Background: an optimization exercise with open tools, aiming at small area. Do not read the settings as production practice.
Where RTL was checked, it was by simulation tests only, not by an equivalence proof against the original.
Function not checked in run 2: the RTL went through the layout flow alone.
No activity file was given, so power comes from the tool's default toggle rates.

<file path="design.v">
module sd_i2c_engine (
    input  wire       clk,
    input  wire       rst_n,
    input  wire [7:0] c,          
    input  wire       launch,     
    input  wire       f_start,    
    input  wire       f_stop,     
    input  wire       f_rs,       
    input  wire       f_byte,     
    input  wire       tx7,        
    input  wire       rx,         
    input  wire       mode,       
    input  wire [7:0] dr,         
    input  wire       txak,       
    output wire       stall,      
    output wire       sample,     
    input  wire       scl_i,
    input  wire       sda_i,
    output reg        scl_oe,
    output reg        sda_oe
);
    wire [3:0] b = c[7:4];
    wire [3:0] k = c[3:0];
    wire fr_gate = (f_stop | f_rs) & (b == 4'd0) & (c[3] ^ c[2]);
    wire by_gate = f_byte & (c[3:2] == 2'b01);
    assign stall = (fr_gate | by_gate) & ~scl_i;
    reg nbit;
    always @(*) begin
        case (b[2:0])
            3'd0: nbit = mode | dr[6];
            3'd1: nbit = mode | dr[5];
            3'd2: nbit = mode | dr[4];
            3'd3: nbit = mode | dr[3];
            3'd4: nbit = mode | dr[2];
            3'd5: nbit = mode | dr[1];
            3'd6: nbit = mode | dr[0];
            default: nbit = ~mode | txak;
        endcase
    end
    assign sample = f_byte & (k == 4'd7) & scl_i;
    always @(posedge clk) begin
        if (!rst_n) begin
            scl_oe <= 1'b0;
            sda_oe <= 1'b0;
        end else if (launch) begin
            if (f_start) scl_oe <= 1'b0;
            if (f_stop)  sda_oe <= 1'b1;
            else if (f_byte) sda_oe <= ~(tx7 | rx);
            else         sda_oe <= 1'b0;
        end else begin
            if (f_start) begin
                if (c == 8'd3)  sda_oe <= 1'b1;
                if (c == 8'd11) scl_oe <= 1'b1;
            end
            if (f_stop) begin
                if (c == 8'd3)            scl_oe <= 1'b0;
                if (c == 8'd11 && !stall) sda_oe <= 1'b0;
            end
            if (f_rs) begin
                if (c == 8'd3)            scl_oe <= 1'b0;
                if (c == 8'd11 && !stall) sda_oe <= 1'b1;
                if (c == 8'd19)           scl_oe <= 1'b1;
            end
            if (f_byte) begin
                if (k == 4'd3)  scl_oe <= 1'b0;
                if (k == 4'd11) scl_oe <= 1'b1;
                if (k == 4'd15 && !b[3]) sda_oe <= ~nbit;
            end
        end
    end
endmodule
module sd_core (
    input  wire        clk,
    input  wire        rst_n,
    input  wire [4:0]  h_idx,
    input  wire        h_we,
    input  wire        h_re,
    input  wire [31:0] h_wdata,
    output wire [31:0] h_rdata,
    input  wire        scl_i,
    input  wire        sda_i,
    output wire        scl_oe,
    output wire        sda_oe,
    output wire [7:0]  duty_x,
    output wire [7:0]  duty_y,
    output wire [7:0]  duty_z
);
    localparam [3:0] OPC_START  = 4'h1,
                     OPC_STOP   = 4'h2,
                     OPC_RSTART = 4'h3,
                     OPC_WRBYTE = 4'h4,
                     OPC_RDBYTE = 4'h5,
                     OPC_WRREG  = 4'h6,
                     OPC_RDREG  = 4'h7,
                     OPC_BURST  = 4'h8,
                     OPC_INIT   = 4'h9,
                     OPC_SAMPLE = 4'hA,
                     OPC_MAP    = 4'hB,
                     OPC_DCLR   = 4'hC,
                     OPC_RALN   = 4'hD;
    localparam [3:0] Q_IDLE   = 4'd0,
                     Q_START  = 4'd1,
                     Q_WADDR  = 4'd2,
                     Q_WREG   = 4'd3,
                     Q_WDATA  = 4'd4,
                     Q_RSTART = 4'd5,
                     Q_RADDR  = 4'd6,
                     Q_READ   = 4'd7,
                     Q_STOP   = 4'd8,
                     Q_EXEC   = 4'd9;
    reg [3:0]  seq;
    reg [7:0]  c;           
    reg [3:0]  op;          
    reg [6:0]  sa;          
    reg [7:0]  sb;          
    reg [7:0]  sc;          
    reg        icfg;        
    reg [1:0]  bst;
    reg        mode;
    reg        txak;
    reg        rxak;
    reg [2:0]  fcode;
    reg [1:0]  ist;
    reg [7:0]  dr;
    reg [7:0]  res;
    reg [7:0]  buf_r [0:5];
    reg [2:0]  bw;          
    reg [13:0] s_r [0:2];
    reg [2:0]  sv;
    reg [8:0]  u_r [0:2];   
    reg [2:0]  mv;
    reg [2:0]  clr;         
    reg [14:0] hr;
    wire busy  = (seq != Q_IDLE);
    wire fault = (fcode != 3'd0);
    wire [3:0] w_opc = h_wdata[31:28];
    wire [15:0] wo = 16'd1 << w_opc;
    wire w_rsv_ok = ~((|h_wdata[7:0])   & ~(wo[OPC_WRBYTE] | wo[OPC_WRREG] | wo[OPC_RALN]))
                  & ~((|h_wdata[15:8])  & ~(wo[OPC_WRREG] | wo[OPC_RDREG] | wo[OPC_BURST] | wo[OPC_RALN]))
                  & ~((|h_wdata[22:16]) & ~(wo[OPC_WRREG] | wo[OPC_RDREG] | wo[OPC_BURST]))
                  & ~(h_wdata[23]       & ~wo[OPC_RDBYTE])
                  & ~((|h_wdata[25:24]) & ~(wo[OPC_BURST] | wo[OPC_MAP] | wo[OPC_DCLR] | wo[OPC_RALN]))
                  & ~((|h_wdata[27:26]) & ~wo[OPC_BURST]);
    wire w_opc_ok = (w_opc != 4'h0) && (w_opc < 4'hE);
    reg  w_opd_ok;
    reg  w_bus_ok;
    always @(*) begin
        w_opd_ok = 1'b1;
        if (w_opc == OPC_BURST)
            w_opd_ok = (h_wdata[27:24] != 4'd0) && (h_wdata[27:24] <= 4'd6);
        else if (w_opc == OPC_MAP || w_opc == OPC_DCLR || w_opc == OPC_RALN)
            w_opd_ok = (h_wdata[25:24] != 2'd3);
        case (w_opc)
            OPC_START:  w_bus_ok = (bst == 2'd0);
            OPC_STOP:   w_bus_ok = (bst != 2'd0);
            OPC_RSTART: w_bus_ok = (bst == 2'd1);
            OPC_WRBYTE: w_bus_ok = (bst != 2'd0) && !mode;
            OPC_RDBYTE: w_bus_ok = (bst == 2'd2);
            OPC_WRREG, OPC_RDREG, OPC_BURST,
            OPC_INIT, OPC_SAMPLE: w_bus_ok = (bst == 2'd0);
            default:    w_bus_ok = 1'b1;
        endcase
    end
    wire       cmd_write = h_we && (h_idx == 5'd0) && !busy;
    reg        w_fault;
    reg [2:0]  w_fcode;
    always @(*) begin
        w_fault = 1'b1;
        if (!w_opc_ok)      w_fcode = 3'd1;
        else if (!w_rsv_ok) w_fcode = 3'd2;
        else if (!w_opd_ok) w_fcode = 3'd3;
        else if (!w_bus_ok) w_fcode = 3'd4;
        else begin
            w_fault = 1'b0;
            w_fcode = 3'd0;
        end
    end
    reg [3:0] w_first;
    always @(*) begin
        case (w_opc)
            OPC_START:  w_first = Q_START;
            OPC_STOP:   w_first = Q_STOP;
            OPC_RSTART: w_first = Q_RSTART;
            OPC_WRBYTE: w_first = Q_WDATA;
            OPC_RDBYTE: w_first = Q_READ;
            OPC_WRREG, OPC_RDREG, OPC_BURST,
            OPC_INIT, OPC_SAMPLE: w_first = Q_START;
            default:    w_first = Q_EXEC;
        endcase
    end
    wire w_init   = (w_opc == OPC_INIT);
    wire w_sample = (w_opc == OPC_SAMPLE);
    wire w_fixed  = w_init | w_sample;
    wire [6:0] w_sa = h_wdata[22:16]
                    | {5'b0, h_wdata[25:24] & {2{h_wdata[30] | h_wdata[28]}}}
                    | (w_fixed ? 7'h1D : 7'h00);
    wire [7:0] w_sb = h_wdata[15:8]
                    | (w_init ? 8'h0D : 8'h00)
                    | (w_sample ? 8'h01 : 8'h00);
    wire [7:0] w_sc = h_wdata[7:0]
                    | {h_wdata[26] | w_sample, (h_wdata[25:24] & {2{~h_wdata[28]}}) | {w_sample, 1'b0}, 5'b0}
                    | {4'b0, h_wdata[23], 3'b0}
                    | (w_init ? 8'h05 : 8'h00);
    wire st_start = (seq == Q_START);
    wire st_stop  = (seq == Q_STOP);
    wire st_rs    = (seq == Q_RSTART);
    wire st_read  = (seq == Q_READ);
    wire st_tx    = (seq == Q_WADDR) | (seq == Q_WREG) | (seq == Q_WDATA) | (seq == Q_RADDR);
    wire st_byte  = st_tx | st_read;
    wire st_bus   = st_start | st_stop | st_rs | st_byte;
    wire launch   = st_bus & (c == 8'hFF);
    wire d_start  = st_start & (c == 8'd16);
    wire d_stop   = st_stop  & (c == 8'd20);
    wire d_rs     = st_rs    & (c == 8'd24);
    wire d_byte   = st_byte  & (c == 8'd144);
    wire tcf      = st_byte  & (c == 8'd145);
    wire [1:0] ax   = sa[1:0];
    wire [2:0] idx  = sc[2:0];
    wire [2:0] cntf = sc[7:5];
    wire       fin  = sc[3];
    wire [2:0] idx1 = idx + 3'd1;
    wire last_read  = (cntf == 3'd0) | (idx1 == cntf);
    wire rd_final   = (op == OPC_RDBYTE) ? fin : last_read;
    wire [7:0] tx_reg = {sb[7:6], sb[5] | icfg, sb[4] & ~icfg, sb[3:0]};
    reg  [7:0] tx;
    always @(*) begin
        case (seq)
            Q_WADDR: tx = {sa, 1'b0};
            Q_RADDR: tx = {sa, 1'b1};
            Q_WREG:  tx = tx_reg;
            default: tx = sc;
        endcase
    end
    wire       stall;
    wire       sample;
    reg        ackb;        
    sd_i2c_engine u_engine (
        .clk      (clk),
        .rst_n    (rst_n),
        .c        (c),
        .launch   (launch),
        .f_start  (st_start),
        .f_stop   (st_stop),
        .f_rs     (st_rs),
        .f_byte   (st_byte),
        .tx7      (tx[7]),
        .rx       (st_read),
        .mode     (mode),
        .dr       (dr),
        .txak     (txak),
        .stall    (stall),
        .sample   (sample),
        .scl_i    (scl_i),
        .sda_i    (sda_i),
        .scl_oe   (scl_oe),
        .sda_oe   (sda_oe)
    );
    reg [13:0] s_sel;
    always @(*) begin
        case (ax)
            2'd0:    s_sel = sv[0] ? s_r[0] : 14'h0;
            2'd1:    s_sel = sv[1] ? s_r[1] : 14'h0;
            default: s_sel = sv[2] ? s_r[2] : 14'h0;
        endcase
    end
    wire       m_inc = (s_sel[13:12] == 2'b10) & (s_sel[4:0] != 5'd0);
    wire [8:0] m_u   = {~s_sel[13], s_sel[12:5]} + {8'd0, m_inc};
    function [7:0] duty_of;
        input [8:0] u;
        input       cl;
        begin
            if (cl)                                        duty_of = 8'h00;
            else if (u[8:7] == 2'b11)                      duty_of = 8'hFF;
            else if (!u[8] && (!u[7] || u[6:0] == 7'd0))  duty_of = 8'h00;
            else                                           duty_of = {~u[7], u[6:0]};
        end
    endfunction
    function [15:0] mapped_of;
        input [8:0] u;
        input       v;
        begin
            if (!v) mapped_of = 16'h0;
            else    mapped_of = {{7{u[8:7] == 2'b00}}, ~(u[8] ^ u[7]), ~u[7], u[6:0]};
        end
    endfunction
    wire [7:0] duty0 = duty_of(u_r[0], clr[0]);
    wire [7:0] duty1 = duty_of(u_r[1], clr[1]);
    wire [7:0] duty2 = duty_of(u_r[2], clr[2]);
    assign duty_x = duty0;
    assign duty_y = duty1;
    assign duty_z = duty2;
    always @(posedge clk) begin
        if (!busy) begin
            c <= 8'hFF;
            if (cmd_write && !w_fault) begin
                op   <= w_opc;
                sa   <= w_sa;
                sb   <= w_sb;
                sc   <= w_sc;
            end
        end else begin
            if (!stall) c <= c + 8'd1;
            if (d_start || d_rs || tcf) c <= 8'hFF;
            if (d_stop) c <= 8'd191;    
            if (tcf && st_read && !rd_final && op != OPC_RDBYTE) sc[2:0] <= idx1;
            if (sample && st_read && c[7:4] != 4'd8) sb <= {sb[6:0], sda_i};
            if (sample && !st_read && c[7:4] == 4'd8) ackb <= sda_i;
        end
    end
    always @(posedge clk) begin
        if (!rst_n) begin
            seq   <= Q_IDLE;
            icfg  <= 1'b0;
            bst   <= 2'd0;
            mode  <= 1'b0;
            txak  <= 1'b0;
            rxak  <= 1'b0;
            fcode <= 3'd0;
            ist   <= 2'd0;
            dr    <= 8'h00;
            res   <= 8'h00;
            bw    <= 3'd0;
            sv    <= 3'd0;
            mv    <= 3'd0;
            clr   <= 3'b111;
        end else if (!busy) begin
            if (cmd_write) begin
                if (w_fault) begin
                    if (!fault) fcode <= w_fcode;
                end else begin
                    seq  <= w_first;
                    icfg <= 1'b0;
                end
            end
        end else begin
            if (launch) begin
                if (st_tx) dr <= tx;
                if (st_read) begin
                    txak <= rd_final;
                    mode <= 1'b1;
                end
            end
            if (d_start) begin
                mode <= 1'b0;
                bst  <= 2'd1;
                seq  <= (op == OPC_START) ? Q_IDLE : Q_WADDR;
            end
            if (d_stop) begin
                bst <= 2'd0;
                seq <= Q_IDLE;
                if (op == OPC_SAMPLE) sv <= 3'b111;
                if (op == OPC_INIT) begin
                    if (icfg)              ist <= 2'd1;
                    else if (res != 8'h1A) ist <= 2'd2;
                    else begin
                        icfg <= 1'b1;
                        seq  <= Q_START;
                    end
                end
            end
            if (d_rs) begin
                bst <= 2'd2;
                seq <= (op == OPC_RSTART) ? Q_IDLE : Q_RADDR;
            end
            if (d_byte) begin
                if (st_read) dr   <= sb;
                else         rxak <= ackb;
            end
            if (tcf) begin
                case (seq)
                    Q_WADDR: seq <= Q_WREG;
                    Q_WREG:  seq <= (op == OPC_WRREG || icfg) ? Q_WDATA : Q_RSTART;
                    Q_WDATA: seq <= (op == OPC_WRBYTE) ? Q_IDLE : Q_STOP;
                    Q_RADDR: seq <= Q_READ;
                    default: begin  
                        res <= dr;
                        if ((op == OPC_BURST || op == OPC_SAMPLE) && idx == bw) bw <= idx1;
                        if (rd_final)                seq <= Q_STOP;
                        else if (op == OPC_RDBYTE)   seq <= Q_IDLE;
                    end
                endcase
            end
            if (seq == Q_EXEC) begin
                seq <= Q_IDLE;
                case (op)
                    OPC_RALN: sv[ax] <= 1'b1;
                    OPC_MAP: begin
                        mv[ax]  <= 1'b1;
                        clr[ax] <= 1'b0;
                    end
                    OPC_DCLR: clr[ax] <= 1'b1;
                    default: ;
                endcase
            end
        end
    end
    integer i;
    wire       s_smp  = busy & d_stop & (op == OPC_SAMPLE);
    wire [2:0] s_raln = {3{(seq == Q_EXEC) & (op == OPC_RALN)}} & {ax == 2'd2, ax == 2'd1, ax == 2'd0};
    always @(posedge clk) begin
        if (busy && tcf && st_read && (op == OPC_BURST || op == OPC_SAMPLE))
            buf_r[idx] <= dr;
        for (i = 0; i < 3; i = i + 1)
            s_r[i] <= ({14{s_smp}}              & {buf_r[2*i], buf_r[2*i+1][7:2]})
                    | ({14{s_raln[i]}}          & {sb, sc[7:2]})
                    | ({14{~s_smp & ~s_raln[i]}} & s_r[i]);
        if (seq == Q_EXEC && op == OPC_MAP)
            u_r[ax] <= m_u;
    end
    wire [13:0] status = {ist, 1'b0, fcode, fault, tcf, rxak, txak, mode, bst, busy};
    wire re = h_re & rst_n;
    wire [31:0] hsel = re ? (32'd1 << h_idx) : 32'd0;
    wire ux1 = (h_idx == 5'd14) | (h_idx == 5'd17);
    wire ux2 = (h_idx == 5'd15) | (h_idx == 5'd18);
    wire [8:0] u_s   = ux2 ? u_r[2] : ux1 ? u_r[1] : u_r[0];
    wire       mv_s  = ux2 ? mv[2]  : ux1 ? mv[1]  : mv[0];
    wire       clr_s = ux2 ? clr[2] : ux1 ? clr[1] : clr[0];
    wire [15:0] mp_s = mapped_of(u_s, 1'b1);
    wire [7:0]  dt_s = duty_of(u_s, clr_s);
    wire sel_map  = (hsel[13] | hsel[14] | hsel[15]) & mv_s;
    wire sel_duty = hsel[16] | hsel[17] | hsel[18];
    wire [14:0] rd_val =
          ({15{hsel[1]}}           & {1'b0, status})
        | ({15{hsel[2]}}           & {7'h0, res})
        | ({15{hsel[3]}}           & {7'h0, dr})
        | ({15{hsel[4] & (bw > 3'd0)}} & {7'h0, buf_r[0]})
        | ({15{hsel[5] & (bw > 3'd1)}} & {7'h0, buf_r[1]})
        | ({15{hsel[6] & (bw > 3'd2)}} & {7'h0, buf_r[2]})
        | ({15{hsel[7] & (bw > 3'd3)}} & {7'h0, buf_r[3]})
        | ({15{hsel[8] & (bw > 3'd4)}} & {7'h0, buf_r[4]})
        | ({15{hsel[9] & (bw > 3'd5)}} & {7'h0, buf_r[5]})
        | ({15{hsel[10] & sv[0]}}  & {s_r[0][13], s_r[0]})
        | ({15{hsel[11] & sv[1]}}  & {s_r[1][13], s_r[1]})
        | ({15{hsel[12] & sv[2]}}  & {s_r[2][13], s_r[2]})
        | ({15{sel_map}}           & mp_s[14:0])
        | ({15{sel_duty}}          & {7'h0, dt_s});
    always @(posedge clk) hr <= rd_val;
    assign h_rdata = {{18{hr[14]}}, hr[13:0]};
endmodule
</file>
<file path="flow/run.sh">
#!/bin/bash
set -euo pipefail
HERE=$(pwd)
R=$HERE/orfs/results/$FLOW_PLATFORM/sd_core/base
L=$HERE/orfs/logs/$FLOW_PLATFORM/sd_core/base
LIB=$FLOW_HOME/platforms/$FLOW_PLATFORM/lib/sky130_fd_sc_hd__tt_025C_1v80.lib
YOSYS=$(command -v yosys || echo "$FLOW_HOME/../tools/install/yosys/bin/yosys")

export BUFFER_PORTS_ARGS="-buffer_cell sky130_fd_sc_hd__buf_1"

bash standard.sh synth > make_synth.log 2>&1

cp "$R/1_2_yosys.v" std_1_2_yosys.v
DONT_USE=$(grep -o -- "-dont_use [^ ]*" "$L/1_2_yosys.log" | sort -u | tr '\n' ' ')
sed -e "s#@LIB@#$LIB#g" -e "s#@DONT_USE@#$DONT_USE#g" flow/remap.ys > remap.ys
sed -e "s#@LIB@#$LIB#g" flow/equiv.ys > equiv.ys

use_remap=0
if "$YOSYS" -s remap.ys > yosys_remap.log 2>&1 \
   && "$YOSYS" -s equiv.ys > yosys_equiv.log 2>&1; then
    n_std=$(grep -cE "^ *sky130_fd_sc_hd__e?dfxtp_[0-9]+ " std_1_2_yosys.v || true)
    n_new=$(grep -cE "^ *sky130_fd_sc_hd__e?dfxtp_[0-9]+ " remap_1_2_yosys.v || true)
    if [[ "$n_std" == "$n_new" ]] && ! grep -q "assign" remap_1_2_yosys.v; then
        use_remap=1
    fi
fi
echo "use_remap=$use_remap" > remap_status.txt
if [[ $use_remap == 1 ]]; then
    cp remap_1_2_yosys.v "$R/1_2_yosys.v"
    touch "$R/1_2_yosys.v"
fi

bash standard.sh finish > make_finish.log 2>&1
</file>
<file path="flow/area.abc">
strash
dc2
resub -K 8
rewrite
resub -K 8 -N 2
refactor
dc2
&get -n
&dch -f
&nf -R 1000
&put
</file>
<file path="flow/equiv.ys">
# Prove the re-mapped netlist equivalent to the standard synthesis netlist.
read_liberty -ignore_miss_func @LIB@
read_verilog std_1_2_yosys.v
rename sd_core gold
read_verilog remap_1_2_yosys.v
rename sd_core gate
flatten gold gate
opt_clean
equiv_make gold gate eq
hierarchy -top eq
equiv_simple -seq 3
equiv_induct
equiv_status -assert
</file>
<file path="flow/remap.ys">
# Re-map the combinational logic of the standard synthesis netlist; registers stay.
read_liberty -ignore_miss_func @LIB@
setattr -mod -set keep_hierarchy 1 sky130_fd_sc_hd__dfxtp_1 sky130_fd_sc_hd__edfxtp_1
read_verilog std_1_2_yosys.v
hierarchy -top sd_core
flatten sd_core
rename -hide sd_core/w:*.*
opt -purge sd_core
abc -liberty @LIB@ @DONT_USE@ -script flow/area.abc sd_core
opt_clean -purge sd_core
setundef -zero sd_core
splitnets sd_core
opt_clean -purge sd_core
hilomap -singleton -hicell sky130_fd_sc_hd__conb_1 HI -locell sky130_fd_sc_hd__conb_1 LO sd_core
insbuf -buf sky130_fd_sc_hd__buf_4 A X sd_core
opt_clean -purge sd_core
select sd_core
write_verilog -noattr -nohex -nodec -selected remap_1_2_yosys.v
</file>
<file path="standard.sh">
#!/bin/bash
# synth_recipe.tcl (not shown) runs the flow's synth.tcl, then flattens the netlist and writes it again
# the make line also repeats each setting of config.mk as NAME=value (left out here)
make -C /OpenROAD-flow-scripts/flow DESIGN_CONFIG=/design/flow/config.mk WORK_HOME=/design/flow/orfs CLKGATE_MAP_FILE= SYNTH_SCRIPT=/design/flow/synth_recipe.tcl "${@:-finish}"
</file>
<file path="config.mk">
export PLATFORM = sky130hd
export DESIGN_NAME = sd_core
export DESIGN_NICKNAME = sd_core
export VERILOG_FILES = /design/flow/design.v
export SDC_FILE = /design/flow/constraint.sdc
export NUM_CORES = 4
export LEC_CHECK = 0
export CAP_MARGIN = 20
export CORE_MARGIN = 2
export CORE_UTILIZATION = 65
export CTS_BUF_LIST = sky130_fd_sc_hd__clkbuf_4
export CTS_CLUSTER_DIAMETER = 50
export CTS_CLUSTER_SIZE = 10
export SLEW_MARGIN = 20
</file>
<file path="constraint.sdc">
create_clock -name core_clock -period 10.0 [get_ports {clk}]
set_input_delay 2.0000 -clock core_clock [delete_from_list [all_inputs] [get_ports {clk}]]
set_output_delay 2.0000 -clock core_clock [all_outputs]
set_load 0.01 [all_outputs]
</file>
==> run notes, run 1 <==
PD cells = 132 nW/um^2
Worst Hold Class = flip-flop to flip-flop
Leakage = 3.84 nW
Slew @ Worst Pin = 1.07 ns
site row count = 45
DR WL/cell = 22.9 um
DR vias = 9506
Critical Path Fanout Max = 11
Crit. Startpoint = h_idx[3]
DIE WIDTH = 128 um
Final TNS setup = 0 ns
Synth Cell Area = 9960 um^2
largest net degree at the start of global routing = 46
Avg Cell Area, Syn = 9.43 um^2
# DRC = 0
final hold vios = 0
Final setup viols = 0
max-cap violation count = 0
Worst-path clk slew = 0.12 ns
Syn Inst Count = 1056
crit share post-route = 45.2%
die footprint = 16300 um^2
arrival time at the worst endpoint = 5.18 ns
initial DRC count = 1457
Largest stage delay, worst path = 0.87 ns
fin nets = 1229
share of cells above drive strength 1 = 5.97%
crit-path cells = buf_1, or3b_1, o22ai_1, a21o_1, a21oi_1, a2111oi_0, nand3_1, nand2_1, a21o_1
Hold-fix buffers, CTS = 0
IO buf count = 100
top-level port count = 101
critical path class = primary input to flip-flop
vias in the first global route = 8694
syn nets = 1099
All-Layer GR Usage = 38.9%
Peak VDD IR = 0.100 mV
Setup crit start kind = primary input
Crit path top cell by count = a21o_1
clock root cell = clkbuf_4
Die Span Y = 128 um
Crit-path slowest cell = a2111oi_0
clock buffer count from CTS = 26
YS warnings = 3
Layout Cells excl Fill = 1395
area delta synth->final = 10.1%
number of fill cells = 1213
Vias per Instance = 6.81
placed insts = 1346
min-delay src = s_r[1][2]
Post-CTS Repair Setup Buffers = 0
CP endpoint kind = flip-flop
Placer Congestion = 0.980
core area = 15100 um^2
Initial Utilization = 66.0%
Pre-antenna DRT Iters = 7
crit path time final = 4.52 ns
antenna viol nets, final = 0
max_slew headroom = 28.5%
r2r startpoint = c[4]
Worst EP required = 10.66 ns
maximum clock rate = 221 MHz
WL final = 31.9 mm
CTS tree = yes
post-CTS resize count = 0
Detail Placement HPWL = 22.9 mm
clk sinks = 213
global route overflow = 0
clk buf depth = 3
first-pass GRT wire length = 48.9 mm
Final Max Tran Viols = 0
H-tree depth = 1
initial antenna violation count = 1
Skew-Pair Late Insertion Delay = 0.70 ns
RSZ-0062 raised after global routing = no
status = finished clean
Final Skew = 0.0602 ns
## path summary, 6_finish.rpt
path / to / slack (ns) / cells after the start
worst max-delay path: hr[13] / 5.48 / 9
worst min-delay path: s_r[1][2] / 0.46 / 2
worst max register to register: buf_r[1][0] / 6.06 / 7
worst min register to register: s_r[1][2] / 0.46 / 2
## registers in the layout, summed over array words and instances (netlist names), 7 cells and up, named ones only
| register | count |
|---|---|
| buf_r | 48 |
| c | 8 |
| dr | 8 |
| hr | 15 |
| res | 8 |
| s_r | 42 |
| sa | 7 |
| sb | 8 |
| sc | 8 |
| u_r | 27 |
## cell type report
type / count / area (um^2) / share of cell area (%)
tap: 188 / 235 / 2.15
clock buffer: 43 / 323 / 2.95
antenna: 1 / 2.50 / 0.0228
clock inverter: 5 / 23.8 / 0.217
timing repair buffer: 119 / 519 / 4.74
inverter: 15 / 56.3 / 0.514
sequential: 213 / 5300 / 48.3
multi-input combinational: 811 / 4510 / 41.1
## through the flow
stage | utilization, % | setup WS [ns] | hold WS (ns) | total power [mW] | area, um^2
finish | 72.6 | 5.48 | 0.463 | 1.45 | 11000
global route | 72.6 | 5.15 | 0.486 | 1.48 | 11000
CTS | 72.6 | 5.52 | 0.461 | 1.44 | 11000
detailed placement | 70.3 | 4.82 | 0.447 | 0.965 | 10600
global placement | 70.2 | 4.90 | 0.442 | 0.965 | 10600
floorplan | - | 5.17 | 0.421 | 0.947 | 9960
## placed cells by master (no fill, tap or decap), drive strengths merged, types with 18 or more instances in the layout
cell / instances
a21oi: 63
a222oi: 26
a22oi: 68
buf: 118
clkbuf: 44
clkinv: 19
dfxtp: 110
edfxtp: 103
nand2: 168
nand2b: 18
nand3: 29
nor2: 134
nor2b: 19
nor3: 40
o21a: 22
o21ai: 62
## report_power, final
part	leakage, nW	total, mW	switching, mW	internal (mW)
Clock	0.213	0.499	0.304	0.195
Combinational	1.84	0.0390	0.0251	0.0139
Sequential	1.78	0.907	0.000219	0.907
## routing by layer
metal	global-route usage, %	routed length (um)	up-vias
li1	-	-	4281
met1	50.7	11700	4395
met2	63.2	14800	704
met3	7.68	3880	126
met4	17.7	1600	0
met5	0	0	-
## critical path, delay by kind of cell
family	cells	cell delay, ns
AND/OR/NAND/NOR	3	1.16
AO/OA/AOI/OAI	5	1.90
buffers and inverters	1	0.12
==> inputs of run 2 (changes only) <==
--- a/design.v
+++ b/design.v
@@ -15,3 +15,3 @@
     output wire       stall,      
-    output wire       sample,     
+    output reg  [7:0] rsh,        
     input  wire       scl_i,
@@ -39,3 +39,6 @@
     end
-    assign sample = f_byte & (k == 4'd7) & scl_i;
+    always @(posedge clk) begin
+        if (f_byte && k == 4'd7 && scl_i && (!b[3] || !mode))
+            rsh <= {rsh[6:0], sda_i};
+    end
     always @(posedge clk) begin
@@ -223,3 +226,3 @@
     wire rd_final   = (op == OPC_RDBYTE) ? fin : last_read;
-    wire [7:0] tx_reg = {sb[7:6], sb[5] | icfg, sb[4] & ~icfg, sb[3:0]};
+    wire [7:0] tx_reg = {sb[7:6], sb[5] | icfg, sb[4:3], sb[2] & ~icfg, sb[1] | icfg, sb[0] & ~icfg};
     reg  [7:0] tx;
@@ -234,4 +237,3 @@
     wire       stall;
-    wire       sample;
-    reg        ackb;        
+    wire [7:0] rsh;
     sd_i2c_engine u_engine (
@@ -251,3 +253,3 @@
         .stall    (stall),
-        .sample   (sample),
+        .rsh      (rsh),
         .scl_i    (scl_i),
@@ -305,4 +307,2 @@
             if (tcf && st_read && !rd_final && op != OPC_RDBYTE) sc[2:0] <= idx1;
-            if (sample && st_read && c[7:4] != 4'd8) sb <= {sb[6:0], sda_i};
-            if (sample && !st_read && c[7:4] == 4'd8) ackb <= sda_i;
         end
@@ -365,4 +365,4 @@
             if (d_byte) begin
-                if (st_read) dr   <= sb;
-                else         rxak <= ackb;
+                if (st_read) dr   <= rsh;
+                else         rxak <= rsh[0];
             end
--- a/config.mk
+++ b/config.mk
@@ -10,5 +10,5 @@
 export CORE_UTILIZATION = 65
-export CTS_BUF_LIST = sky130_fd_sc_hd__clkbuf_4
-export CTS_CLUSTER_DIAMETER = 50
-export CTS_CLUSTER_SIZE = 10
+export CTS_BUF_LIST = sky130_fd_sc_hd__clkbuf_8
+export CTS_CLUSTER_DIAMETER = 60
+export CTS_CLUSTER_SIZE = 15
 export SLEW_MARGIN = 20
==> run notes, run 2 <==
vias in the first global route = 8706
DR WL/cell = 23.0 um
WL final = 32.4 mm
RSZ-0062 raised after global routing = no
Final setup viols = 0
max_slew headroom = 31.4%
Initial Utilization = 66.7%
Vias per Instance = 6.69
final hold vios = 0
DIE WIDTH = 129 um
Layout Cells excl Fill = 1410
Critical Path Fanout Max = 24
crit share post-route = 43.4%
CTS tree = yes
final worst setup slack = 5.66 ns
clk buf depth = 3
largest reg by FF count = buf_r
fin nets = 1228
Post-CTS Repair Setup Buffers = 0
Worst Hold Class = flip-flop to flip-flop
Largest register FFs = 48
die footprint = 16700 um^2
top-level port count = 101
# DRC = 0
syn nets = 1106
placed insts = 1374
Final Max Tran Viols = 0
Die Span Y = 129 um
status = finished clean
number of fill cells = 1186
top flop regs = buf_r x48, s_r x42, u_r x27
Syn Inst Count = 1063
clk sinks = 220
fin util = 73.6%
Placement Setup Slack = 5.14 ns
Avg Cell Area, Syn = 9.58 um^2
DR vias = 9427
maximum clock rate = 231 MHz
Leakage = 3.83 nW
YS warnings = 3
crit path time final = 4.34 ns
PD cells = 132 nW/um^2
most common cell after layout, fill and taps aside = nand2_1
Placer Congestion = 1.02
global route overflow = 0
arrival time at the worst endpoint = 4.38 ns
CP endpoint kind = flip-flop
H-tree depth = 1
post-CTS resize count = 0
Skew-Pair Late Insertion Delay = 0.56 ns
Setup crit start kind = primary input
initial DRC count = 1431
Worst EP required = 10.04 ns
Final TNS setup = 0 ns
Pre-antenna DRT Iters = 7
Worst-path clk slew = 0.09 ns
Worst Reg-to-Reg Cells = 9
All-Layer GR Usage = 38.9%
IO buf count = 100
Peak VDD IR = 0.110 mV
first-pass GRT wire length = 49.0 mm
Slew @ Worst Pin = 1.02 ns
largest net degree at the start of global routing = 49
Synth Cell Area = 10200 um^2
share of cells above drive strength 1 = 4.17%
commonest non-fill, non-tap cells in the layout = nand2_1 (194), nor2_1 (122), dfxtp_1 (110), edfxtp_1 (110), buf_1 (99)
antenna viol nets, final = 0
Hold-fix buffers, CTS = 0
core area = 15300 um^2
WHS Path Cells = 2
clock buffer count from CTS = 19
Final Skew = 0.0363 ns
area delta synth->final = 10.3%
clock root cell = clkbuf_8
initial antenna violation count = 0
critical path class = primary input to flip-flop
Detail Placement HPWL = 23.4 mm
site row count = 45
max-cap violation count = 0
run 2: power by group:
| part | switching (mW) | internal (mW) |
|---|---|---|
| registers | 0.000194 | 0.939 |
| logic | 0.0276 | 0.0138 |
| clock network | 0.306 | 0.191 |
| total | 0.334 | 1.14 |
run 2: worst paths after layout:
| check | slack, ns | end | start |
|---|---|---|---|
| hold / removal | 0.46 | s_r[1][0] | s_r[1][0] |
| setup / recovery | 5.66 | op[0] | h_wdata[30] |
| hold reg to reg | 0.46 | s_r[1][0] | s_r[1][0] |
| setup reg to reg | 5.83 | u_r[0][7] | sa[0] |
run 2: area by class of cell:
class | instances | area (um^2) | share of cell area [%]
multi-input combinational | 817 | 4560 | 40.7
inverter | 9 | 33.8 | 0.301
clock buffer | 20 | 275 | 2.45
antenna | 1 | 2.50 | 0.0223
tap | 211 | 264 | 2.35
clock inverter | 14 | 71.3 | 0.635
sequential | 220 | 5510 | 49.0
timing repair buffer | 118 | 509 | 4.54
run 2: stage by stage:
stage               cell area [um^2]  hold WS (ns)  total power, mW
floorplan                      10200         0.417            0.979
detailed placement             10900         0.440             1.00
finish                         11200         0.462             1.48
global route                   11200         0.471             1.51
global placement               10800         0.434            0.999
CTS                            11200         0.459             1.47
run 2: critical path, cell delays in order:
cell and delay, ns:
buf_1 0.30, nor2_1 0.18, nor2_1 0.24, o211ai_1 0.14, o31ai_1 0.47, clkinv_1 0.11
nand2_1 0.12, nor4_1 0.08, nand2_1 0.12, clkinv_1 0.62
run 2: layer usage:
layer / share of wire [%] / track usage [%] / vias up / wire (um)
li1: - / - / 4234 / -
met1: 36 / 50.9 / 4328 / 11700
met2: 45 / 61.1 / 700 / 14600
met3: 12 / 8.01 / 165 / 3900
met4: 6.7 / 21.2 / 0 / 2180
met5: 0 / 0 / - / 0
==> inputs of run 3 (changes only) <==
--- a/design.v
+++ b/design.v
@@ -15,3 +15,3 @@
     output wire       stall,      
-    output reg  [7:0] rsh,        
+    output wire       sample,     
     input  wire       scl_i,
@@ -39,6 +39,3 @@
     end
-    always @(posedge clk) begin
-        if (f_byte && k == 4'd7 && scl_i && (!b[3] || !mode))
-            rsh <= {rsh[6:0], sda_i};
-    end
+    assign sample = f_byte & (k == 4'd7) & scl_i;
     always @(posedge clk) begin
@@ -131,3 +128,2 @@
     reg [13:0] s_r [0:2];
-    reg [2:0]  sv;
     reg [8:0]  u_r [0:2];   
@@ -226,3 +222,3 @@
     wire rd_final   = (op == OPC_RDBYTE) ? fin : last_read;
-    wire [7:0] tx_reg = {sb[7:6], sb[5] | icfg, sb[4:3], sb[2] & ~icfg, sb[1] | icfg, sb[0] & ~icfg};
+    wire [7:0] tx_reg = {sb[7:6], sb[5] | icfg, sb[4] & ~icfg, sb[3:0]};
     reg  [7:0] tx;
@@ -237,3 +233,4 @@
     wire       stall;
-    wire [7:0] rsh;
+    wire       sample;
+    reg        ackb;        
     sd_i2c_engine u_engine (
@@ -253,3 +250,3 @@
         .stall    (stall),
-        .rsh      (rsh),
+        .sample   (sample),
         .scl_i    (scl_i),
@@ -262,5 +259,5 @@
         case (ax)
-            2'd0:    s_sel = sv[0] ? s_r[0] : 14'h0;
-            2'd1:    s_sel = sv[1] ? s_r[1] : 14'h0;
-            default: s_sel = sv[2] ? s_r[2] : 14'h0;
+            2'd0:    s_sel = s_r[0];
+            2'd1:    s_sel = s_r[1];
+            default: s_sel = s_r[2];
         endcase
@@ -307,2 +304,4 @@
             if (tcf && st_read && !rd_final && op != OPC_RDBYTE) sc[2:0] <= idx1;
+            if (sample && st_read && c[7:4] != 4'd8) sb <= {sb[6:0], sda_i};
+            if (sample && !st_read && c[7:4] == 4'd8) ackb <= sda_i;
         end
@@ -322,3 +321,2 @@
             bw    <= 3'd0;
-            sv    <= 3'd0;
             mv    <= 3'd0;
@@ -350,3 +348,2 @@
                 seq <= Q_IDLE;
-                if (op == OPC_SAMPLE) sv <= 3'b111;
                 if (op == OPC_INIT) begin
@@ -365,4 +362,4 @@
             if (d_byte) begin
-                if (st_read) dr   <= rsh;
-                else         rxak <= rsh[0];
+                if (st_read) dr   <= sb;
+                else         rxak <= ackb;
             end
@@ -385,3 +382,2 @@
                 case (op)
-                    OPC_RALN: sv[ax] <= 1'b1;
                     OPC_MAP: begin
@@ -397,4 +393,5 @@
     integer i;
-    wire       s_smp  = busy & d_stop & (op == OPC_SAMPLE);
-    wire [2:0] s_raln = {3{(seq == Q_EXEC) & (op == OPC_RALN)}} & {ax == 2'd2, ax == 2'd1, ax == 2'd0};
+    wire       s_smp  = rst_n & busy & d_stop & (op == OPC_SAMPLE);
+    wire [2:0] s_raln = {3{rst_n & (seq == Q_EXEC) & (op == OPC_RALN)}} & {ax == 2'd2, ax == 2'd1, ax == 2'd0};
+    wire [2:0] s_hold = {3{rst_n & ~s_smp}} & ~s_raln;
     always @(posedge clk) begin
@@ -405,3 +402,3 @@
                     | ({14{s_raln[i]}}          & {sb, sc[7:2]})
-                    | ({14{~s_smp & ~s_raln[i]}} & s_r[i]);
+                    | ({14{s_hold[i]}}          & s_r[i]);
         if (seq == Q_EXEC && op == OPC_MAP)
@@ -431,5 +428,5 @@
         | ({15{hsel[9] & (bw > 3'd5)}} & {7'h0, buf_r[5]})
-        | ({15{hsel[10] & sv[0]}}  & {s_r[0][13], s_r[0]})
-        | ({15{hsel[11] & sv[1]}}  & {s_r[1][13], s_r[1]})
-        | ({15{hsel[12] & sv[2]}}  & {s_r[2][13], s_r[2]})
+        | ({15{hsel[10]}}          & {s_r[0][13], s_r[0]})
+        | ({15{hsel[11]}}          & {s_r[1][13], s_r[1]})
+        | ({15{hsel[12]}}          & {s_r[2][13], s_r[2]})
         | ({15{sel_map}}           & mp_s[14:0])
--- a/flow/run.sh
+++ b/flow/run.sh
@@ -9,2 +9,3 @@
 export BUFFER_PORTS_ARGS="-buffer_cell sky130_fd_sc_hd__buf_1"
+export CTS_ARGS="-sink_clustering_enable -repair_clock_nets -sink_clustering_size 15 -sink_clustering_max_diameter 60 -buf_list sky130_fd_sc_hd__clkbuf_8 -dont_use_dummy_load"
 
==> run notes, run 3 <==
Worst EP required = 10.37 ns
Worst Reg-to-Reg Cells = 7
largest net degree at the start of global routing = 45
top-level port count = 101
Final TNS setup = 0 ns
r2r startpoint = seq[0]
maximum clock rate = 230 MHz
site row count = 45
power share of the sequential group = 65.3%
Syn Inst Count = 1053
Avg Cell Area, Syn = 9.36 um^2
arrival time at the worst endpoint = 4.71 ns
critical path class = primary input to flip-flop
syn nets = 1096
post-CTS resize count = 0
core area = 15000 um^2
clk sinks = 210
fin nets = 1213
Peak VDD IR = 0.0938 mV
largest reg by FF count = buf_r
die footprint = 16200 um^2
multi-input logic area = 4480 um^2
Critical Path Fanout Max = 11
Leakage = 3.82 nW
share of cells above drive strength 1 = 3.77%
YS warnings = 3
Int Power = 1.07 mW
Skew-Pair Late Insertion Delay = 0.55 ns
WHS Path Cells = 2
first-pass GRT wire length = 47.6 mm
area delta synth->final = 8.98%
status = finished clean
Worst Hold Class = flip-flop to flip-flop
CP endpoint kind = flip-flop
initial antenna violation count = 0
initial DRC count = 1249
min-delay src = s_r[1][13]
clock buffer count from CTS = 18
Final Skew = 0.0685 ns
Pre-antenna DRT Iters = 12
RSZ-0062 raised after global routing = no
Worst Hold End = s_r[1][13]
Post-CTS Repair Setup Buffers = 0
Worst-path clk slew = 0.10 ns
# DRC = 0
antenna viol nets, final = 0
part of the power in combinational logic = 3.3%
WL final = 31.4 mm
Die Span Y = 127 um
All-Layer GR Usage = 38.2%
Final Max Tran Viols = 0
max-cap violation count = 0
DIE WIDTH = 127 um
flop2flop setup slack = 6.17 ns
H-tree depth = 1
most common cell after layout, fill and taps aside = nand2_1
top flop regs = buf_r x48, s_r x42, u_r x27
crit path time final = 4.35 ns
Hold-fix buffers, CTS = 0
Placer Congestion = 1.05
CTS tree = yes
Initial Utilization = 65.6%
crit share post-route = 43.5%
global route overflow = 0
hold_ws = 0.462 ns
register area = 5240 um^2
switching part of the total = 21.8%
P_sw = 0.299 mW
Clock power frac = 31.4%
max_slew headroom = 23.0%
commonest non-fill, non-tap cells in the layout = nand2_1 (188), nor2_1 (125), dfxtp_1 (107)
final hold vios = 0
Slew @ Worst Pin = 1.15 ns
vias in the first global route = 8515
PD cells = 128 nW/um^2
Synth Cell Area = 9860 um^2
DR WL/cell = 23.2 um
diode count = 0
Detail Placement HPWL = 23.0 mm
Final setup viols = 0
FF-to-FF End = buf_r[2][5]
Setup crit start kind = primary input
IO buf count = 100
Largest register FFs = 48
clock root cell = clkbuf_8
DR vias = 9282
clk buf depth = 3
Vias per Instance = 6.85
number of fill cells = 1225
==> run 3: cell count changes in the layout (fill, tap and decap cells not counted), sizes merged, moves of 6 or more <==
| cell | previous run | this run |
|---|---|---|
| o21ai | 54 | 69 |
| nor3 | 28 | 46 |
| nand3 | 29 | 35 |
| nor4 | 24 | 14 |
| nand4 | 13 | 6 |
| or4 | 6 | 0 |
| a21oi | 57 | 40 |
| a22oi | 61 | 74 |
| nand2 | 194 | 188 |
| a221oi | 10 | 0 |
| edfxtp | 110 | 103 |
| and3 | 13 | 6 |
| inv | 10 | 0 |
==> run 3: power groups by stage <==
stage               logic (mW)  clock network [mW]  registers (mW)
CTS                     0.0436               0.428           0.895
global placement        0.0425                   0           0.915
finish                  0.0451               0.430           0.895
floorplan               0.0222                   0           0.915
detailed placement      0.0434                   0           0.915
global route            0.0500               0.455           0.895
==> run 3: cell type report <==
| class | instances | area share (%) |
|---|---|---|
| clock buffers | 18 | 2.31 |
| repair buffers | 114 | 4.49 |
| inverters | 16 | 0.559 |
| flip-flops and latches | 210 | 48.7 |
| well taps | 188 | 2.19 |
| multi-input cells | 810 | 41.7 |
==> run 3: stage by stage <==
step	std cells	area, um^2	util, %	power, mW	setup WS, ns
2_1_floorplan	1053	9860	-	0.937	5.59
3_3_place_gp	1338	10500	69.6	0.957	5.34
3_5_place_dp	1338	10500	69.7	0.958	5.24
4_1_cts	1356	10700	71.3	1.37	5.76
5_1_grt	1356	10700	71.4	1.40	5.43
6_report	1356	10700	71.4	1.37	5.65
==> run 3: worst max path at each step <==
| stage | start | end | cells past startpoint |
|---|---|---|---|
| 3_5_place_dp | h_idx[0] | hr[2] | 10 |
| 6_report | h_idx[0] | hr[2] | 10 |
| 3_3_place_gp | h_idx[0] | hr[2] | 10 |
| 4_1_cts | h_idx[0] | hr[2] | 10 |
| 2_1_floorplan | h_idx[0] | hr[2] | 9 |
| 5_1_grt | h_idx[0] | hr[4] | 10 |
==> run 3: layer usage <==
layer	up-vias	global-route usage [%]	wire [um]
li1	4183	-	-
met1	4282	50.1	12000
met2	670	61.0	14000
met3	147	9.25	3800
met4	0	16.9	1630
met5	-	0	0
==> run 3: worst max-delay path: stages <==
cell and delay (ns):
buf_1 0.16, clkinv_1 0.13, nand2_1 0.18, nor2_1 0.09
a21oi_1 0.70, mux2i_1 0.26, a21oi_1 0.12, or4b_1 0.48
a31oi_1 0.40, o2111ai_1 0.17
==> inputs of run 4 (changes only) <==
--- a/flow/run.sh
+++ b/flow/run.sh
@@ -9,3 +9,2 @@
 export BUFFER_PORTS_ARGS="-buffer_cell sky130_fd_sc_hd__buf_1"
-export CTS_ARGS="-sink_clustering_enable -repair_clock_nets -sink_clustering_size 15 -sink_clustering_max_diameter 60 -buf_list sky130_fd_sc_hd__clkbuf_8 -dont_use_dummy_load"
 
==> run notes, run 4 <==
status = finished clean
Skew-Pair Late Insertion Delay = 0.54 ns
initial antenna violation count = 0
top flop regs = buf_r x48, s_r x42, u_r x27
number of fill cells = 1218
initial DRC count = 1322
crit share post-route = 43.4%
commonest non-fill, non-tap cells in the layout = nand2_1 (188), nor2_1 (125), dfxtp_1 (107)
Slew @ Worst Pin = 1.15 ns
clock root cell = clkbuf_8
Placer Congestion = 1.05
Post-CTS Repair Setup Buffers = 0
Worst EP required = 10.37 ns
arrival time at the worst endpoint = 4.71 ns
fin nets = 1213
Hold-fix buffers, CTS = 0
largest net degree at the start of global routing = 45
Crit. Startpoint = h_idx[0]
post-CTS resize count = 0
Final Skew = 0.0523 ns
YS warnings = 3
r2r startpoint = sa[0]
# DRC = 0
RSZ-0062 raised after global routing = no
min-delay src = s_r[1][13]
wl on met1 = 12.0 mm
P_sw = 0.319 mW
Peak VDD IR = 0.0981 mV
H-tree depth = 1
most common cell after layout, fill and taps aside = nand2_1
part of the power in combinational logic = 3.2%
crit path time final = 4.34 ns
Syn Inst Count = 1053
Largest register FFs = 48
site row count = 45
IO buf count = 100
first-pass GRT wire length = 47.7 mm
final hold vios = 0
fin util = 72.0%
global route overflow = 0
power share of the sequential group = 63.2%
Critical Path Fanout Max = 11
clk buf depth = 3
die footprint = 16200 um^2
Worst Hold Class = flip-flop to flip-flop
syn nets = 1096
DR WL/cell = 22.9 um
Clock power frac = 33.6%
Finished Cell Area = 10800 um^2
top-level port count = 101
WL final = 31.4 mm
Leakage = 3.89 nW
Final setup viols = 0
PD cells = 131 nW/um^2
Die Span Y = 127 um
maximum clock rate = 230 MHz
WHS Path Cells = 2
Worst-path clk slew = 0.11 ns
DR vias = 9300
flop2flop setup slack = 6.18 ns
CTS tree = yes
Initial Utilization = 65.6%
core area = 15000 um^2
antenna viol nets, final = 0
met3 wire length = 3.75 mm
Final TNS setup = 0 ns
max-cap violation count = 0
Synth Cell Area = 9860 um^2
Detail Placement HPWL = 23.0 mm
CP endpoint kind = flip-flop
area delta synth->final = 9.79%
clk sinks = 210
critical path class = primary input to flip-flop
diode count = 0
Max Used Layer = met4
max_slew headroom = 22.5%
Vias per Instance = 6.79
share of cells above drive strength 1 = 4.15%
DIE WIDTH = 127 um
placed cell area = 10500 um^2
Setup crit start kind = primary input
switching part of the total = 22.6%
DR WL met2 = 14.1 mm
largest reg by FF count = buf_r
vias in the first global route = 8533
All-Layer GR Usage = 38.2%
Worst Reg-to-Reg Cells = 9
Final Max Tran Viols = 0
Int Power = 1.10 mW
clock buffer count from CTS = 18
Pre-antenna DRT Iters = 11
Avg Cell Area, Syn = 9.36 um^2
-- run 4: metrics by stage --
step                instances  total power [mW]  hold WS, ns  setup slack (ns)
floorplan                1053             0.937        0.421              5.59
global placement         1338             0.957        0.436              5.34
detailed placement       1338             0.958        0.447              5.24
CTS                      1370              1.41        0.460              5.77
global route             1370              1.45        0.476              5.46
finish                   1370              1.42        0.461              5.66
-- run 4: layer usage --
layer,up-vias,GRT usage (%)
met5,-,0
met4,0,16.8
met3,140,8.58
met2,691,60.9
met1,4282,50.6
li1,4187,-
-- run 4: worst paths after layout --
kind                end
max               hr[2]
min          s_r[1][13]
max reg2reg   u_r[1][7]
min reg2reg  s_r[1][13]
-- run 4: cell type report --
cell class	instances	area, um^2	share of cell area [%]
Clock inverter	12	52.6	0.486
Inverter	16	60.1	0.555
Clock buffer	20	275	2.54
Sequential cell	210	5240	48.4
Timing Repair Buffer	114	482	4.45
Tap cell	188	235	2.17
Multi-Input combinational cell	810	4480	41.4
-- run 4: power groups by stage --
stage | Clock [mW] | Combinational [mW] | Sequential [mW]
floorplan | 0 | 0.0222 | 0.915
global placement | 0 | 0.0425 | 0.915
detailed placement | 0 | 0.0434 | 0.915
CTS | 0.474 | 0.0436 | 0.895
global route | 0.503 | 0.0500 | 0.895
finish | 0.475 | 0.0452 | 0.895
-- run 4: worst max-delay path, cell delays in order --
cell and delay, ns:
buf_1 0.17, clkinv_1 0.13, nand2_1 0.19, nor2_1 0.09, a21oi_1 0.71, mux2i_1 0.26, a21oi_1 0.12, or4b_1 0.48
a31oi_1 0.40, o2111ai_1 0.17
==> inputs of run 5 (changes only) <==
--- a/design.v
+++ b/design.v
@@ -23,3 +23,3 @@
     wire [3:0] k = c[3:0];
-    wire fr_gate = (f_stop | f_rs) & (b == 4'd0) & (c[3] ^ c[2]);
+    wire fr_gate = (f_stop | f_rs) & ~c[4] & ~c[7] & (c[3] ^ c[2]);
     wire by_gate = f_byte & (c[3:2] == 2'b01);
@@ -50,14 +50,14 @@
         end else begin
-            if (f_start) begin
-                if (c == 8'd3)  sda_oe <= 1'b1;
-                if (c == 8'd11) scl_oe <= 1'b1;
+            if (f_start && !c[7]) begin
+                if (k == 4'd3)  sda_oe <= 1'b1;
+                if (k == 4'd11) scl_oe <= 1'b1;
             end
             if (f_stop) begin
-                if (c == 8'd3)            scl_oe <= 1'b0;
-                if (c == 8'd11 && !stall) sda_oe <= 1'b0;
+                if (c[4:0] == 5'd3)            scl_oe <= 1'b0;
+                if (c[4:0] == 5'd11 && !stall) sda_oe <= 1'b0;
             end
             if (f_rs) begin
-                if (c == 8'd3)            scl_oe <= 1'b0;
-                if (c == 8'd11 && !stall) sda_oe <= 1'b1;
-                if (c == 8'd19)           scl_oe <= 1'b1;
+                if (c[4:0] == 5'd3)            scl_oe <= 1'b0;
+                if (c[4:0] == 5'd11 && !stall) sda_oe <= 1'b1;
+                if (c[4:0] == 5'd19)           scl_oe <= 1'b1;
             end
@@ -209,8 +209,8 @@
     wire st_bus   = st_start | st_stop | st_rs | st_byte;
-    wire launch   = st_bus & (c == 8'hFF);
-    wire d_start  = st_start & (c == 8'd16);
-    wire d_stop   = st_stop  & (c == 8'd20);
-    wire d_rs     = st_rs    & (c == 8'd24);
-    wire d_byte   = st_byte  & (c == 8'd144);
-    wire tcf      = st_byte  & (c == 8'd145);
+    wire launch   = st_bus & c[7] & c[6] & (~st_start | (c[5:0] == 6'h3F));    
+    wire d_start  = st_start & c[4] & ~c[7];                   
+    wire d_stop   = st_stop  & c[4] & c[2] & ~c[7];            
+    wire d_rs     = st_rs    & c[4] & c[3] & ~c[7];            
+    wire d_byte   = st_byte  & c[7] & c[4] & ~c[5] & ~c[0];    
+    wire tcf      = st_byte  & c[7] & c[4] & ~c[5] & c[0];     
     wire [1:0] ax   = sa[1:0];
--- a/flow/run.sh
+++ b/flow/run.sh
@@ -9,2 +9,3 @@
 export BUFFER_PORTS_ARGS="-buffer_cell sky130_fd_sc_hd__buf_1"
+export CTS_ARGS="-sink_clustering_enable -repair_clock_nets -sink_clustering_size 15 -sink_clustering_max_diameter 60 -buf_list sky130_fd_sc_hd__clkbuf_8 -dont_use_dummy_load"
 
--- a/config.mk
+++ b/config.mk
@@ -9,3 +9,3 @@
 export CORE_MARGIN = 2
-export CORE_UTILIZATION = 65
+export CORE_UTILIZATION = 78
 export CTS_BUF_LIST = sky130_fd_sc_hd__clkbuf_8
==> run notes, run 5 <==
final hold vios = 0
Syn Inst Count = 1033
number of fill cells = 673
Crit-path slowest cell = o22ai_1
Leakage = 3.77 nW
multi-input logic area = 4430 um^2
Final TNS setup = 0 ns
WHS Path Cells = 2
# DRC = 0
min-delay src = buf_r[4][0]
syn nets = 1076
H-tree depth = 1
diode count = 0
Vias per Instance = 7.44
Final Skew = 0.0258 ns
grt met3 use = 14.4%
max-cap violation count = 0
max_slew headroom = 20.3%
All-Layer GR Usage = 47.0%
Worst Hold Class = flip-flop to flip-flop
Die Span Y = 116 um
area delta synth->final = 8.41%
Most Used Layer, Global Route = met2
Worst Reg-to-Reg Cells = 9
die footprint = 13500 um^2
post-CTS resize count = 0
Avg Cell Area, Syn = 9.49 um^2
DR WL/cell = 24.1 um
first-pass GRT wire length = 47.7 mm
RSZ-0062 raised after global routing = no
met2 Use GR = 73.4%
Slew @ Worst Pin = 1.19 ns
arrival time at the worst endpoint = 4.77 ns
DIE WIDTH = 116 um
vias in the first global route = 8865
Final setup viols = 0
Largest register FFs = 48
WL final = 31.7 mm
crit share post-route = 43.2%
clock root cell = clkbuf_8
core area = 12200 um^2
CP endpoint kind = flip-flop
most common cell after layout, fill and taps aside = nand2_1
Initial Utilization = 80.6%
YS warnings = 3
crit path time final = 4.32 ns
status = finished clean
top-level port count = 101
IO buf count = 100
final worst setup slack = 5.68 ns
antenna viol nets, final = 0
CTS tree = yes
maximum clock rate = 231 MHz
Pre-antenna DRT Iters = 13
crit-path cells = buf_1, or3b_1, o22ai_1, a21oi_1, nor4_1, nand2_1, nor2_1, a221oi_1, nand2_1, nor2_1, o21ai_0
fin nets = 1191
clock buffer count from CTS = 17
Critical Path Fanout Max = 12
Placer Congestion = 1.05
Placement Setup Slack = 5.26 ns
Peak VDD IR = 0.126 mV
global route overflow = 0
Post-CTS Repair Setup Buffers = 0
met1 usage = 57.7%
commonest non-fill, non-tap cells in the layout = nand2_1 (184), nor2_1 (120), dfxtp_1 (107)
initial antenna violation count = 1
critical path class = primary input to flip-flop
largest net degree at the start of global routing = 49
r2r startpoint = sa[1]
largest reg by FF count = buf_r
top flop regs = buf_r x48, s_r x42, u_r x27
site row count = 40
Detail Placement HPWL = 22.2 mm
Skew-Pair Late Insertion Delay = 0.52 ns
Hold-fix buffers, CTS = 0
total power draw = 1.36 mW
initial DRC count = 1783
share of cells above drive strength 1 = 3.49%
Crit. Startpoint = h_idx[3]
Synth Cell Area = 9810 um^2
Worst-path clk slew = 0.09 ns
Final Max Tran Viols = 0
Largest stage delay, worst path = 0.67 ns
clk sinks = 210
register area = 5240 um^2
Worst EP required = 10.45 ns
DR vias = 9775
Setup crit start kind = primary input
clk buf depth = 3
PD cells = 128 nW/um^2
[run 5: area by class of cell]
type	instances	share of cell area [%]
multi-input combinational	794	41.7
inverter	12	0.424
sequential	210	49.2
clock buffer	17	2.20
timing repair buffer	113	4.46
tap	168	1.98
[run 5: final timing paths]
| check | endpoint | slack [ns] |
|---|---|---|
| max | hr[4] | 5.68 |
| min | s_r[2][6] | 0.46 |
| max reg2reg | u_r[1][7] | 5.73 |
| min reg2reg | s_r[2][6] | 0.46 |
[run 5: routing by layer]
| layer | part of all wire (%) | vias up |
|---|---|---|
| met5 | 0.016 | - |
| met3 | 16 | 297 |
| met2 | 44 | 1010 |
| met4 | 8.2 | 2 |
| met1 | 32 | 4352 |
| li1 | - | 4114 |
[run 5: report_power, final]
part	leakage (nW)	switching (mW)	internal [mW]
combinational	1.83	0.0304	0.0140
sequential	1.82	0.000154	0.895
clock	0.122	0.266	0.154
total	3.77	0.297	1.06
[run 5: worst max-delay path: cells and delay by family]
family | cells | cell delay (ns)
and+or+nand+nor | 6 | 1.63
buffers and inverters | 1 | 0.13
AOI/OAI and AO/OA | 4 | 1.00
[run 5: stage by stage]
| stage | cells | hold WS (ns) | util (%) | cell area [um^2] |
|---|---|---|---|---|
| 4_1_cts | 1314 | 0.454 | 87.3 | 10600 |
| 3_5_place_dp | 1297 | 0.450 | 85.4 | 10400 |
| 6_report | 1314 | 0.464 | 87.4 | 10600 |
| 3_3_place_gp | 1297 | 0.438 | 85.3 | 10400 |
| 2_1_floorplan | 1033 | 0.418 | - | 9810 |
| 5_1_grt | 1314 | 0.472 | 87.4 | 10600 |
==> inputs of run 6 (changes only) <==
--- a/config.mk
+++ b/config.mk
@@ -9,3 +9,3 @@
 export CORE_MARGIN = 2
-export CORE_UTILIZATION = 78
+export CORE_UTILIZATION = 65
 export CTS_BUF_LIST = sky130_fd_sc_hd__clkbuf_8
==> run notes, run 6 <==
status = finished clean
max_slew headroom = 22.5%
Initial Utilization = 67.0%
share of cells above drive strength 1 = 3.74%
die footprint = 16100 um^2
Largest stage delay, worst path = 0.71 ns
critical path class = primary input to flip-flop
Syn Inst Count = 1033
DIE WIDTH = 127 um
IO buf count = 100
CTS tree = yes
PD cells = 128 nW/um^2
H-tree depth = 1
Worst EP required = 10.43 ns
top-level port count = 101
YS warnings = 3
Hold-fix buffers, CTS = 0
Crit-path slowest cell = o22ai_1
r2r startpoint = sa[1]
Largest register FFs = 48
Clock power frac = 31.6%
switching part of the total = 22.0%
part of the power in combinational logic = 3.3%
DR WL/cell = 23.6 um
Detail Placement HPWL = 22.5 mm
Worst Reg-to-Reg Cells = 9
Peak VDD IR = 0.102 mV
maximum clock rate = 221 MHz
Placer Congestion = 1.01
Critical Path Fanout Max = 12
post-CTS resize count = 0
largest reg by FF count = buf_r
first-pass GRT wire length = 48.3 mm
# DRC = 0
vias in the first global route = 8559
Final TNS setup = 0 ns
most common cell after layout, fill and taps aside = nand2_1
syn nets = 1076
Worst Hold Class = flip-flop to flip-flop
area delta synth->final = 9.05%
clock buffer count from CTS = 18
site row count = 44
Post-CTS Repair Setup Buffers = 0
Avg Cell Area, Syn = 9.49 um^2
Skew-Pair Late Insertion Delay = 0.54 ns
Final Max Tran Viols = 0
global route overflow = 0
WL final = 31.4 mm
RSZ-0062 raised after global routing = no
FF-to-FF End = u_r[0][7]
core area = 14600 um^2
Pre-antenna DRT Iters = 11
Worst-path clk slew = 0.09 ns
fin util = 73.0%
Setup crit start kind = primary input
Synth Cell Area = 9810 um^2
All-Layer GR Usage = 38.9%
Final setup viols = 0
crit path time final = 4.52 ns
fin nets = 1195
crit-path cells = buf_1, or3b_1, o22ai_1, a21oi_1, nor4_1, nand2_1, nor2_1, a221oi_1, nand2_1, nor2_1, o21ai_0
Vias per Instance = 6.94
DR vias = 9263
diode count = 0
Slew @ Worst Pin = 1.16 ns
Int Power = 1.07 mW
initial antenna violation count = 0
CP endpoint kind = flip-flop
Final Skew = 0.0751 ns
power share of the sequential group = 65.2%
arrival time at the worst endpoint = 4.95 ns
largest net degree at the start of global routing = 49
clk buf depth = 3
P_sw = 0.302 mW
clock root cell = clkbuf_8
final hold vios = 0
clk sinks = 210
top flop regs = buf_r x48, s_r x42, u_r x27
Die Span Y = 127 um
crit share post-route = 45.2%
commonest non-fill, non-tap cells in the layout = nand2_1 (184), nor2_1 (124), dfxtp_1 (107)
min-delay src = s_r[0][9]
WHS Path Cells = 2
Worst Hold End = s_r[0][9]
max-cap violation count = 0
initial DRC count = 1614
Leakage = 3.80 nW
antenna viol nets, final = 0
flop2flop setup slack = 5.56 ns
[run 6: critical path: cells and delay by family]
family                 cells  cell delay [ns]
buffers and inverters      1             0.13
AO/OA/AOI/OAI              4             1.07
AND/OR/NAND/NOR            6             1.75
[run 6: worst max-delay path by stage]
| stage | cells past startpoint | end | slack (ns) | start |
|---|---|---|---|---|
| floorplan | 6 | s_r[0][0] | 4.93 | rst_n |
| global placement | 11 | hr[4] | 5.22 | h_idx[3] |
| detailed placement | 11 | hr[4] | 5.04 | h_idx[3] |
| CTS | 11 | hr[4] | 5.57 | h_idx[3] |
| global route | 12 | hr[4] | 5.19 | h_idx[2] |
| finish | 11 | hr[4] | 5.48 | h_idx[3] |
[run 6: area by class of cell]
class | count | area (um^2)
clock buffers | 18 | 248
repair buffers | 116 | 497
well taps | 184 | 230
flip-flops and latches | 210 | 5240
inverters | 12 | 45.0
fillers | 1158 | 3950
multi-input cells | 794 | 4440
[run 6: routing by layer]
layer | up-vias | GRT usage [%] | share of wire [%]
met1 | 4268 | 51.4 | 36
met5 | - | 0 | 0
met2 | 722 | 61.4 | 45
met3 | 154 | 7.59 | 13
li1 | 4119 | - | -
met4 | 0 | 20.1 | 5.9
[run 6: power by group through the flow]
stage	combinational [mW]	sequential (mW)	clock (mW)
6_report	0.0447	0.895	0.434
5_1_grt	0.0494	0.895	0.463
4_1_cts	0.0433	0.895	0.431
3_5_place_dp	0.0430	0.915	0
3_3_place_gp	0.0425	0.915	0
2_1_floorplan	0.0212	0.915	0
[run 6: per-stage QoR]
step / hold WS, ns / power [mW] / area, um^2 / instances / setup slack [ns]
after floorplan: 0.418 / 0.936 / 9810 / 1033 / 4.93
after global placement: 0.441 / 0.957 / 10400 / 1315 / 5.22
after detailed placement: 0.447 / 0.958 / 10400 / 1316 / 5.04
after CTS: 0.460 / 1.37 / 10700 / 1334 / 5.57
after global routing: 0.478 / 1.41 / 10700 / 1334 / 5.19
final: 0.460 / 1.37 / 10700 / 1334 / 5.48
==> inputs of run 7 (changes only) <==
--- a/flow/run.sh
+++ b/flow/run.sh
@@ -9,3 +9,3 @@
 export BUFFER_PORTS_ARGS="-buffer_cell sky130_fd_sc_hd__buf_1"
-export CTS_ARGS="-sink_clustering_enable -repair_clock_nets -sink_clustering_size 15 -sink_clustering_max_diameter 60 -buf_list sky130_fd_sc_hd__clkbuf_8 -dont_use_dummy_load"
+export CTS_ARGS="-sink_clustering_enable -repair_clock_nets -sink_clustering_size 18 -sink_clustering_max_diameter 50 -buf_list sky130_fd_sc_hd__clkbuf_8 -dont_use_dummy_load"
 
--- a/config.mk
+++ b/config.mk
@@ -9,3 +9,3 @@
 export CORE_MARGIN = 2
-export CORE_UTILIZATION = 65
+export CORE_UTILIZATION = 78
 export CTS_BUF_LIST = sky130_fd_sc_hd__clkbuf_8
==> run notes, run 7 <==
Setup crit end = u_r[0][7]
PD cells = 128 nW/um^2
clk sinks = 210
WP depth = 9
largest net degree at the start of global routing = 49
clock buffer count from CTS = 17
clock root cell = clkbuf_8
FF-to-FF End = u_r[0][7]
WL final = 31.2 mm
Die Span Y = 116 um
initial antenna violation count = 1
Peak VDD IR = 0.115 mV
Final setup viols = 0
CP bufs+invs = 0
Detail Placement HPWL = 22.2 mm
initial DRC count = 1852
CTS tree = yes
delay-heaviest family, CP = simple AND/OR/NAND/NOR gates
H-tree depth = 1
Vias per Instance = 7.43
RSZ-0062 raised after global routing = no
top-level port count = 101
status = finished clean
Placer Congestion = 1.05
crit path time final = 4.37 ns
multi-input logic area = 4430 um^2
Leakage = 3.77 nW
share of cells above drive strength 1 = 3.32%
site row count = 40
vias in the first global route = 8788
crit share post-route = 43.7%
Crit. Startpoint = sa[1]
YS warnings = 3
Final TNS setup = 0 ns
Slew @ Worst Pin = 1.22 ns
core area = 12200 um^2
final hold vios = 0
area delta synth->final = 8.36%
Placement Setup Slack = 5.26 ns
die footprint = 13500 um^2
Avg Cell Area, Syn = 9.49 um^2
Largest stage delay, worst path = 0.72 ns
max-cap violation count = 0
most common cell after layout, fill and taps aside = nand2_1
Final Skew = 0.0432 ns
crit-path cells = nor2b_1, a222oi_1, nor4_1, nand2_1, or2_0, nor4_1, nand2b_1, or2_0, o21bai_1
flop2flop setup slack = 5.63 ns
Setup crit start kind = flip-flop
global route overflow = 0
All-Layer GR Usage = 46.2%
Syn Inst Count = 1033
CP endpoint kind = flip-flop
syn nets = 1076
Worst Reg-to-Reg Cells = 9
Worst-path clk slew = 0.10 ns
DIE WIDTH = 116 um
Crit-path slowest cell = edfxtp_1
antenna viol nets, final = 0
arrival time at the worst endpoint = 4.66 ns
first-pass GRT wire length = 46.9 mm
Final Max Tran Viols = 0
Synth Cell Area = 9810 um^2
largest reg by FF count = buf_r
maximum clock rate = 229 MHz
commonest non-fill, non-tap cells in the layout = nand2_1 (184), nor2_1 (122), dfxtp_1 (107)
top flop regs = buf_r x48, s_r x42, u_r x27
# DRC = 0
Critical Path Fanout Max = 16
Initial Utilization = 80.6%
register area = 5240 um^2
Hold-fix buffers, CTS = 0
fin util = 87.4%
total power draw = 1.36 mW
DR vias = 9765
diode count = 0
IO buf count = 100
fin nets = 1191
Post-CTS Repair Setup Buffers = 0
r2r startpoint = sa[1]
Worst EP required = 10.29 ns
Largest register FFs = 48
critical path class = flip-flop to flip-flop
DR WL/cell = 23.7 um
max_slew headroom = 18.1%
Pre-antenna DRT Iters = 17
number of fill cells = 673
clk buf depth = 3
Worst Hold Class = flip-flop to flip-flop
final worst setup slack = 5.63 ns
Skew-Pair Late Insertion Delay = 0.52 ns
post-CTS resize count = 0
-- run 7: cell type report --
class,count,share of cell area (%)
timing repair buffer,113,4.46
tap,168,1.98
sequential,210,49.3
multi-input combinational,794,41.7
inverter,12,0.424
clock buffer,17,2.20
-- run 7: layer usage --
metal | part of all wire [%] | track usage [%] | wire (um) | up-vias
li1 | - | - | - | 4103
met5 | 0.042 | 0 | 13 | -
met2 | 44 | 71.9 | 13700 | 994
met1 | 32 | 56.0 | 10100 | 4363
met3 | 15 | 14.7 | 4690 | 303
met4 | 8.9 | 29.8 | 2770 | 2
-- run 7: how the worst min path moves through the flow --
| stage | from | slack [ns] | cells after the start | end |
|---|---|---|---|---|
| finish | buf_r[2][7] | 0.47 | 2 | s_r[1][13] |
| global route | mv[0] | 0.48 | 1 | mv[0] |
| CTS | s_r[1][7] | 0.46 | 2 | s_r[1][7] |
| detailed placement | mv[0] | 0.45 | 1 | mv[0] |
| global placement | s_r[0][9] | 0.44 | 2 | s_r[0][9] |
| floorplan | rxak | 0.42 | 2 | rxak |
-- run 7: per-stage QoR --
step / hold WS [ns] / std cells / area, um^2
2_1_floorplan: 0.418 / 1033 / 9810
5_1_grt: 0.481 / 1314 / 10600
3_5_place_dp: 0.450 / 1297 / 10400
3_3_place_gp: 0.438 / 1297 / 10400
6_report: 0.466 / 1314 / 10600
4_1_cts: 0.464 / 1314 / 10600
-- run 7: power breakdown --
part	internal, mW	total (mW)	switching, mW
Clock	0.154	0.416	0.262
Combinational	0.0139	0.0441	0.0302
Sequential	0.895	0.895	0.000149
-- run 7: worst reg2reg max path, stage by stage (launching register included) --
cell and delay (ns):
edfxtp_1 0.72, nor2b_1 0.65, a222oi_1 0.38, nor4_1 0.53, nand2_1 0.18, or2_0 0.34, nor4_1 0.50, nand2b_1 0.23
or2_0 0.29, o21bai_1 0.33

what the ideal ports hide:
The results above use ideal ports. As a check the final layouts listed here were re-extracted and re-timed, cells and wires unchanged.
Step 1: set_driving_cell puts a clkbuf_16 on clk and a buf_2 on each other input, an assumption about the parent block.
Step 2 also shifts input and output timing later by t, the mid clock arrival at the registers, as if the neighbouring blocks saw the same clock.
Slacks: ideal / step 1 / step 2; pairs: ideal / step 1.
run | t, ns | setup slack, ns
run 1 | 0.714 | 5.482 / 5.500 / 4.787
run 2 | 0.578 | 5.663 / 5.666 / 5.088
run 3 | 0.552 | 5.653 / 5.669 / 5.117
run 4 | 0.555 | 5.656 / 5.672 / 5.117
run 5 | 0.544 | 5.678 / 5.694 / 5.150
run 6 | 0.540 | 5.484 / 5.504 / 4.963
run 7 | 0.542 | 5.629 / 5.629 / 5.203
After both steps every run listed still meets setup and hold.
